This design comes from an exercise in tuning for a short achievable clock period and few clock cycles on the open sky130 flow, not from production work.
Only simulation tests tie the RTL to the original design; equivalence was not proved.
Power is estimated from default activity; no workload was simulated.

<file path="flow/design.v">
module plio_enc (
    input  wire        clk,
    input  wire        rst,
    input  wire        go,
    input  wire [15:0] win_start,
    input  wire [15:0] win_count,
    input  wire [15:0] src_len,
    input  wire [15:0] dst_len,
    output reg         pm_re,      
    output reg  [15:0] pm_addr,
    input  wire [31:0] pm_rdata,
    output reg         lm_we,
    output reg  [15:0] lm_addr,
    output reg  [15:0] lm_wdata,
    output wire        busy,
    output reg         done,
    output reg  [15:0] result,
    output reg  [3:0]  fcode,
    output reg  [31:0] finfo
);
    localparam [3:0] F_NONE        = 4'd0;
    localparam [3:0] F_SRC_BOUNDS  = 4'd2;
    localparam [3:0] F_DST_BOUNDS  = 4'd3;
    localparam [3:0] F_VALUE_RANGE = 4'd4;
    localparam [31:0] MAX_SH_VALUE = 32'd134217727;    
    localparam [3:0] S_IDLE  = 4'd0;
    localparam [3:0] S_CHECK = 4'd1;    
    localparam [3:0] S_HDR   = 4'd2;    
    localparam [3:0] S_READ0 = 4'd3;    
    localparam [3:0] S_WAIT0 = 4'd4;    
    localparam [3:0] S_SCAN  = 4'd5;    
    localparam [3:0] S_SWAIT = 4'd6;    
    localparam [3:0] S_FLUSH = 4'd7;    
    localparam [3:0] S_LVL   = 4'd8;    
    localparam [3:0] S_SH1   = 4'd9;    
    localparam [3:0] S_ZN    = 4'd10;   
    localparam [3:0] S_HN    = 4'd11;   
    localparam [3:0] S_ADV   = 4'd12;   
    localparam [3:0] S_FIN3  = 4'd13;   
    localparam [3:0] S_FIN4  = 4'd14;   
    localparam [3:0] S_FIN   = 4'd15;   
    reg [3:0] state;
    reg [15:0] c_start;
    reg [15:0] c_count;
    reg [15:0] c_src_len;
    reg [15:0] c_dst_len;
    reg [15:0] xe;         
    reg [15:0] ip;         
    reg [15:0] x1;         
    reg [15:0] iz;         
    reg [15:0] op;         
    reg [31:0] pv;         
    reg [31:0] nv;         
    reg [31:0] hi;         
    reg [2:0]  hidx;       
    reg [15:0] zn_left;    
    reg [15:0] hn_left;    
    assign busy = (state != S_IDLE);
    wire [31:0] rd_clamped = pm_rdata[31] ? 32'd0 : pm_rdata;
    wire signed [32:0] dv     = $signed({1'b0, pv}) - $signed({1'b0, hi});
    wire        [32:0] dv_abs = dv[32] ? -dv : dv;
    wire               dv_big = (dv_abs > 33'd4095);
    reg [15:0] hdr_addr;
    reg [15:0] hdr_word;
    always @(*) begin
        case (hidx)
        3'd0:    begin hdr_addr = 16'd0; hdr_word = 16'h0000; end
        3'd1:    begin hdr_addr = 16'd1; hdr_word = 16'h0007; end
        3'd2:    begin hdr_addr = 16'd2; hdr_word = 16'hff9c; end
        3'd3:    begin hdr_addr = 16'd5; hdr_word = 16'h0000; end
        default: begin hdr_addr = 16'd6; hdr_word = 16'h0000; end
        endcase
    end
    always @(*) begin
        pm_re   = 1'b0;
        pm_addr = 16'd0;
        case (state)
        S_READ0: begin
            pm_re   = 1'b1;
            pm_addr = c_start;
        end
        S_SCAN: begin
            pm_re   = (ip != xe);
            pm_addr = ip + 16'd1;
        end
        default: ;
        endcase
    end
    task emit;
        input [15:0] w;
        begin
            lm_we    <= 1'b1;
            lm_addr  <= op;
            lm_wdata <= w;
            op       <= op + 16'd1;
        end
    endtask
    task finish;
        input [15:0] res;
        begin
            state  <= S_IDLE;
            done   <= 1'b1;
            result <= res;
            fcode  <= F_NONE;
            finfo  <= 32'd0;
        end
    endtask
    task fault;
        input [3:0]  code;
        input [31:0] info;
        begin
            state  <= S_IDLE;
            done   <= 1'b1;
            result <= 16'd0;
            fcode  <= code;
            finfo  <= info;
        end
    endtask
    always @(posedge clk) begin
        if (rst) begin
            state    <= S_IDLE;
            done     <= 1'b0;
            result   <= 16'd0;
            fcode    <= F_NONE;
            finfo    <= 32'd0;
            lm_we    <= 1'b0;
            lm_addr  <= 16'd0;
            lm_wdata <= 16'd0;
        end else begin
            done  <= 1'b0;
            lm_we <= 1'b0;
            case (state)
            S_IDLE: begin
                if (go) begin
                    c_start   <= win_start;
                    c_count   <= win_count;
                    c_src_len <= src_len;
                    c_dst_len <= dst_len;
                    if (win_count == 16'd0)
                        finish(16'd0);
                    else
                        state <= S_CHECK;
                end
            end
            S_CHECK: begin
                if ({1'b0, c_start} + {1'b0, c_count} > {1'b0, c_src_len})
                    fault(F_SRC_BOUNDS, {16'd0, (c_start > c_src_len) ? c_start : c_src_len});
                else if (c_dst_len < 16'd7)
                    fault(F_DST_BOUNDS, {16'd0, c_dst_len});
                else begin
                    hidx  <= 3'd0;
                    xe    <= c_start + c_count - 16'd1;
                    state <= S_HDR;
                end
            end
            S_HDR: begin
                lm_we    <= 1'b1;
                lm_addr  <= hdr_addr;
                lm_wdata <= hdr_word;
                hidx     <= hidx + 3'd1;
                if (hidx == 3'd4)
                    state <= S_READ0;
            end
            S_READ0: state <= S_WAIT0;
            S_WAIT0: begin
                pv    <= rd_clamped;
                nv    <= 32'd0;
                x1    <= c_start;
                iz    <= c_start;
                hi    <= 32'd1;
                ip    <= c_start;
                op    <= 16'd7;
                state <= S_SCAN;
            end
            S_SCAN: begin
                if (ip != xe) begin
                    state <= S_SWAIT;
                end else begin
                    if (pv == 32'd0)
                        x1 <= xe + 16'd1;
                    state <= S_FLUSH;
                end
            end
            S_SWAIT: begin
                nv <= rd_clamped;
                if (rd_clamped == pv) begin
                    ip    <= ip + 16'd1;
                    state <= S_SCAN;
                end else if (pv == 32'd0) begin
                    pv    <= rd_clamped;
                    x1    <= ip + 16'd1;
                    ip    <= ip + 16'd1;
                    state <= S_SCAN;
                end else begin
                    state <= S_FLUSH;
                end
            end
            S_FLUSH: begin
                hn_left <= ip - x1 + 16'd1;
                zn_left <= x1 - iz;
                state   <= S_LVL;
            end
            S_LVL: begin
                if (pv != 32'd0 && dv != 33'sd0) begin
                    if (dv_big) begin
                        if (pv > MAX_SH_VALUE)
                            fault(F_VALUE_RANGE, {16'd0, x1});
                        else if (op >= c_dst_len)
                            fault(F_DST_BOUNDS, {16'd0, op});
                        else begin
                            emit({4'd1, pv[11:0]});
                            state <= S_SH1;
                        end
                    end else if (op >= c_dst_len) begin
                        fault(F_DST_BOUNDS, {16'd0, op});
                    end else begin
                        hi <= pv;
                        if (hn_left == 16'd1 && zn_left == 16'd0) begin
                            emit({dv[32] ? 4'd7 : 4'd6, dv_abs[11:0]});
                            state <= S_ADV;
                        end else begin
                            emit({dv[32] ? 4'd3 : 4'd2, dv_abs[11:0]});
                            state <= S_ZN;
                        end
                    end
                end else begin
                    state <= S_ZN;
                end
            end
            S_SH1: begin
                if (op >= c_dst_len)
                    fault(F_DST_BOUNDS, {16'd0, op});
                else begin
                    hi <= pv;
                    emit(pv[27:12]);
                    state <= S_ZN;
                end
            end
            S_ZN: begin
                if (zn_left == 16'd0) begin
                    state <= S_HN;
                end else if (op >= c_dst_len) begin
                    fault(F_DST_BOUNDS, {16'd0, op});
                end else if (zn_left > 16'd4094) begin
                    emit({4'd0, 12'd4094});
                    zn_left <= zn_left - 16'd4094;
                end else if (hn_left == 16'd1 && pv != 32'd0) begin
                    emit({4'd5, zn_left[11:0] + 12'd1});
                    zn_left <= 16'd0;
                    state   <= S_ADV;
                end else begin
                    emit({4'd0, zn_left[11:0]});
                    zn_left <= 16'd0;
                    state   <= S_HN;
                end
            end
            S_HN: begin
                if (hn_left == 16'd0) begin
                    state <= S_ADV;
                end else if (op >= c_dst_len) begin
                    fault(F_DST_BOUNDS, {16'd0, op});
                end else if (hn_left > 16'd4095) begin
                    emit({4'd4, 12'd4095});
                    hn_left <= hn_left - 16'd4095;
                end else begin
                    emit({4'd4, hn_left[11:0]});
                    hn_left <= 16'd0;
                    state   <= S_ADV;
                end
            end
            S_ADV: begin
                x1 <= ip + 16'd1;
                iz <= ip + 16'd1;
                pv <= nv;
                ip <= ip + 16'd1;
                if (ip == xe)
                    state <= S_FIN3;
                else
                    state <= S_SCAN;
            end
            S_FIN3: begin
                lm_we    <= 1'b1;
                lm_addr  <= 16'd3;
                lm_wdata <= {1'b0, op[14:0]};
                state    <= S_FIN4;
            end
            S_FIN4: begin
                lm_we    <= 1'b1;
                lm_addr  <= 16'd4;
                lm_wdata <= {15'd0, op[15]};
                state    <= S_FIN;
            end
            S_FIN: finish(op);
            default: state <= S_IDLE;
            endcase
        end
    end
endmodule
</file>
<file path="flow/run.sh">
#!/bin/bash
# synth_recipe.tcl (not shown) runs the flow's synth.tcl, then flattens the netlist and writes it again
# the make line also repeats each setting of config.mk as NAME=value (left out here)
make -C /OpenROAD-flow-scripts/flow DESIGN_CONFIG=/design/flow/config.mk WORK_HOME=/design/flow/orfs CLKGATE_MAP_FILE= SYNTH_SCRIPT=/design/flow/synth_recipe.tcl finish
</file>
<file path="flow/config.mk">
export PLATFORM = sky130hd
export DESIGN_NAME = plio_enc
export DESIGN_NICKNAME = plio_enc
export VERILOG_FILES = /design/flow/design.v
export SDC_FILE = /design/flow/constraint.sdc
export NUM_CORES = 4
export LEC_CHECK = 0
export CAP_MARGIN = 20
export CORE_MARGIN = 2
export CORE_UTILIZATION = 40
export SLEW_MARGIN = 20
</file>
<file path="flow/constraint.sdc">
create_clock -name core_clock -period 10.0 [get_ports {clk}]
set_input_delay 2.0000 -clock core_clock [delete_from_list [all_inputs] [get_ports {clk}]]
set_output_delay 2.0000 -clock core_clock [all_outputs]
set_load 0.01 [all_outputs]
</file>
==> summary.txt <==
[where the power goes]
| group | leakage (nW) | internal, mW | switching, mW |
|---|---|---|---|
| Clock | 0.674 | 0.938 | 0.636 |
| Sequential | 3.19 | 1.64 | 0.0308 |
| Combinational | 7.26 | 0.147 | 0.189 |
| Total | 11.1 | 2.72 | 0.856 |
[metal layers]
metal,track usage,wire (um),vias up
met3,0.0303,4750,191
met4,0.109,3720,2
li1,-,-,10600
met5,0,11,-
met2,0.465,43900,820
met1,0.323,36300,10800
[sequential cells by signal, indices dropped and copies added (netlist names)]
name,count
result,16
hidx,3
c_count,16
pv,31
xe,16
zn_left,16
hi,32
c_dst_len,16
finfo,32
state,4
ip,16
x1,16
lm_wdata,16
c_start,16
lm_we,1
op,16
hn_left,16
fcode,4
done,1
nv,31
c_src_len,16
iz,16
lm_addr,16
[placed cells by master (no fill, tap or decap), types with 12 or more instances in the layout]
| cell | n |
|---|---|
| nand2_1 | 205 |
| o22ai_1 | 15 |
| nand4_1 | 46 |
| nor4bb_1 | 15 |
| o221ai_1 | 19 |
| clkbuf_1 | 12 |
| clkdlybuf4s50_1 | 200 |
| clkbuf_16 | 44 |
| a21oi_1 | 186 |
| o21a_1 | 14 |
| nor3_1 | 38 |
| o2bb2ai_1 | 16 |
| nand2b_1 | 52 |
| dfxtp_1 | 90 |
| a31oi_1 | 24 |
| a221oi_1 | 20 |
| or3_1 | 17 |
| and2_1 | 65 |
| a21o_1 | 34 |
| ha_1 | 184 |
| nor2_1 | 266 |
| nor2b_1 | 20 |
| nor4_1 | 28 |
| xor2_1 | 59 |
| o21bai_1 | 15 |
| buf_4 | 38 |
| and3_1 | 25 |
| a21boi_0 | 13 |
| edfxtp_1 | 273 |
| nand3_1 | 83 |
| o21ai_0 | 186 |
| mux2i_1 | 29 |
| a211oi_1 | 29 |
| o211ai_1 | 18 |
| a22o_1 | 33 |
| xnor2_1 | 115 |
| o32ai_1 | 21 |
| inv_1 | 213 |
[path summary, 6_finish.rpt]
path         depth (start not counted)             startpoint  slack [ns]                       to
max                                 27   c_start[2]$_DFFE_PP_        3.27  result[10]$_SDFFE_PP0P_
min                                  1  fcode[3]$_SDFFE_PP0P_        0.46    fcode[3]$_SDFFE_PP0P_
max reg2reg                         27   c_start[2]$_DFFE_PP_        3.27  result[10]$_SDFFE_PP0P_
min reg2reg                          1  fcode[3]$_SDFFE_PP0P_        0.46    fcode[3]$_SDFFE_PP0P_
[logic make-up after synthesis]
logic type                 share of synthesized area
DFF                                            0.391
muxes                                         0.0140
adders and majority gates                     0.0939
xor gates and xnor gates                      0.0596
buffers and inverters                         0.0550
and+or+nand+nor                                0.184
AOI/OAI and AO/OA                              0.202
[worst max-delay path, delay by kind of cell, from the launching register on]
family / cells / cell delay [ns]
flip-flops: 1 / 0.66
XOR/XNOR: 1 / 0.11
AND/OR/NAND/NOR: 6 / 1.38
adder cells (fa/ha/maj): 2 / 0.70
buffers and inverters: 4 / 0.89
AO/OA/AOI/OAI: 14 / 2.90
[area by class of cell]
cell class                      instances  area [um^2]
Clock buffer                           60         1200
Sequential cell                       363        10000
Multi-Input combinational cell       2091        14300
Inverter                              215          807
Timing Repair Buffer                  241         2310
Clock inverter                         16          190
Fill cell                            5995        33300
Tap cell                              846         1060
[metrics by stage]
| step | util | hold WS [ns] | total power [mW] | setup WS [ns] | instance area [um^2] |
|---|---|---|---|---|---|
| after floorplan | - | 0.493 | 1.89 | 0.584 | 25600 |
| after global routing | 0.473 | 0.473 | 3.70 | 2.70 | 29900 |
| after global placement | 0.451 | 0.443 | 2.03 | 3.39 | 28500 |
| after detailed placement | 0.451 | 0.443 | 2.03 | 3.33 | 28500 |
| final | 0.473 | 0.457 | 3.58 | 3.27 | 29900 |
| after CTS | 0.473 | 0.460 | 3.60 | 3.25 | 29900 |
==> metrics.md <==
| Metric | Value |
|---|---|
| Peak supply drop | `~100 uV` |
| Num CTS Buffers | `43` |
| Crit Path Max Fanout | `35` |
| Sink Count | `approximately 360` |
| Yosys top cell area share | `0.320` |
| Fin. Hold Viols | `0` |
| Routed wire length | `roughly 89000 um` |
| CTS root buf | `clkbuf_16` |
| Post-CTS sizing | `0` |
| Period Utilization, post-route | `0.673` |
| Yosys warns | `1` |
| Cell total after placement | `between 3000 and 4000` |
| Initial antenna violation count | `1` |
| Syn_nets | `just over 3000` |
| Async S/R FF share, synth | `0` |
| Synth cell types | `roughly 110` |
| Status | `finished clean` |
| DR vias | `22400` |
| Max-slew violations | `0` |
| Worst path slowest cell | `edfxtp_1` |
| Initial drt markers | `~2000` |
| Net count, final | `3243` |
| DR vias/cell | `between 5 and 6` |
| Pwr dens | `between 100 and 150 nW/um^2` |
| Buffers added on ports | `202` |
| Class of the most critical setup path | `flip-flop to flip-flop` |
| RePlAce Congestion | `roughly 1.0` |
| Global Route Usage Sum | `0.263` |
| Post-CTS Setup Inserts | `0` |
| Max Cap Viol | `0` |
| Avg WL per Cell | `23.1 um` |
| Std cell rows | `92` |
| Die height | `between 200 and 300 um` |
| H-tree Lvls | `2` |
| Crit-path max cell delay | `0.66 ns` |
| CP Capture Type | `flip-flop` |
| IO Pins | `between 200 and 250` |
| CTS hold repair buffers | `0` |
| Worst rel slew slack | `0.288` |
| Vias in the first global route | `between 20000 and 25000` |
| Final setup violation count | `0` |
| GR Overflow Total | `0` |
| Post-synthesis sequential area ratio | `0.391` |
| Die Wd | `approximately 260 um` |
| LEAKAGE | `~11 nW` |
| Ys flop type | `edfxtp_1` |
| Initial Util | `0.405` |
| Critical Path AT | `approximately 7.2 ns` |
| Layout Cells excl Fill | `about 3800` |
| Synthesized cell area | `25600 um^2` |
| Initial DRT Pass Iterations | `6` |
| Tmin final | `6.73 ns` |
| Final Skew | `roughly 0.037 ns` |
| Largest net degree at the start of global routing | `78` |
| Most frequent cell after synthesis | `edfxtp_1` |
| Synth top area cells | `edfxtp_1, ha_1, dfxtp_1, nor2_1, xnor2_1` |
| Clk slew on worst S/H paths | `around 0.05 ns` |
| DPL Wire Length | `between 60000 and 70000 um` |
| Worst hold path class | `flip-flop to flip-flop` |
| Yosys reg bits | `around 360` |
| First-pass GRT wire length | `134000 um` |
| Clk Latency, worst-skew pair | `about 0.59 ns` |
| Syn avg cell area | `between 9 and 10 um^2` |
| Number of synthesized flops with an enable pin | `about 270` |
| Post-synth top cells | `edfxtp_1, nor2_1, inv_1, nand2_1` |
| Post-Synthesis Cells | `2812` |
| WP data required | `about 11 ns` |
| Most used cell, CP | `a21oi_1` |
| Fmax | `between 0.1 and 0.15 GHz` |
| DRC viols | `0` |
| Worst Max-Slew Pin Slew | `roughly 1.1 ns` |
| Die area | `between 60000 and 70000 um^2` |
| P&R area growth vs syn | `16.8%` |
| Core Region | `between 60000 and 70000 um^2` |
| Leading area contributor after synthesis | `edfxtp_1` |
| Fraction of layout cells with a size suffix above 1 | `0.0589` |
| RSZ-0062 raised after global routing | `false` |
| Total negative slack | `0 ns` |
| CTS tree | `yes` |
| ANT cells | `0` |
| Max Buffers Root-to-Sink | `3` |
| CP startpoint kind | `flip-flop` |
| Antenna-violating nets left | `0` |
Testbench counts, summed over its fixed seeds: cycles 849,097.

==> what the ideal ports hide <==
In the flow no input, the clock included, has a driving cell. The finished layout below was timed again as built, in two steps. Step 1 sets driving cells, clkbuf_16 on the clock port and buf_2 on the other inputs (assumed; they add their load-dependent delay and slew). Step 2 times the ports against the registers' clock, not the clock port: input delays grow and output delays shrink by t, the midpoint of the rising clock arrivals with the driver on. Slacks: ideal ports / drivers / drivers and shift; pairs: ideal ports / drivers.
t, ns: 0.633
setup WS [ns]: 3.266 / 3.266 / 3.266
hold WS [ns]: 0.457 / 0.457 / 0.457
worst setup path at the end: register to register
worst slew at a driven data input, ns: 0.11
After both steps setup and hold are still met in this run. The setup slack of this run moves by 0.000 ns with the drivers and by 0.000 ns with both steps.
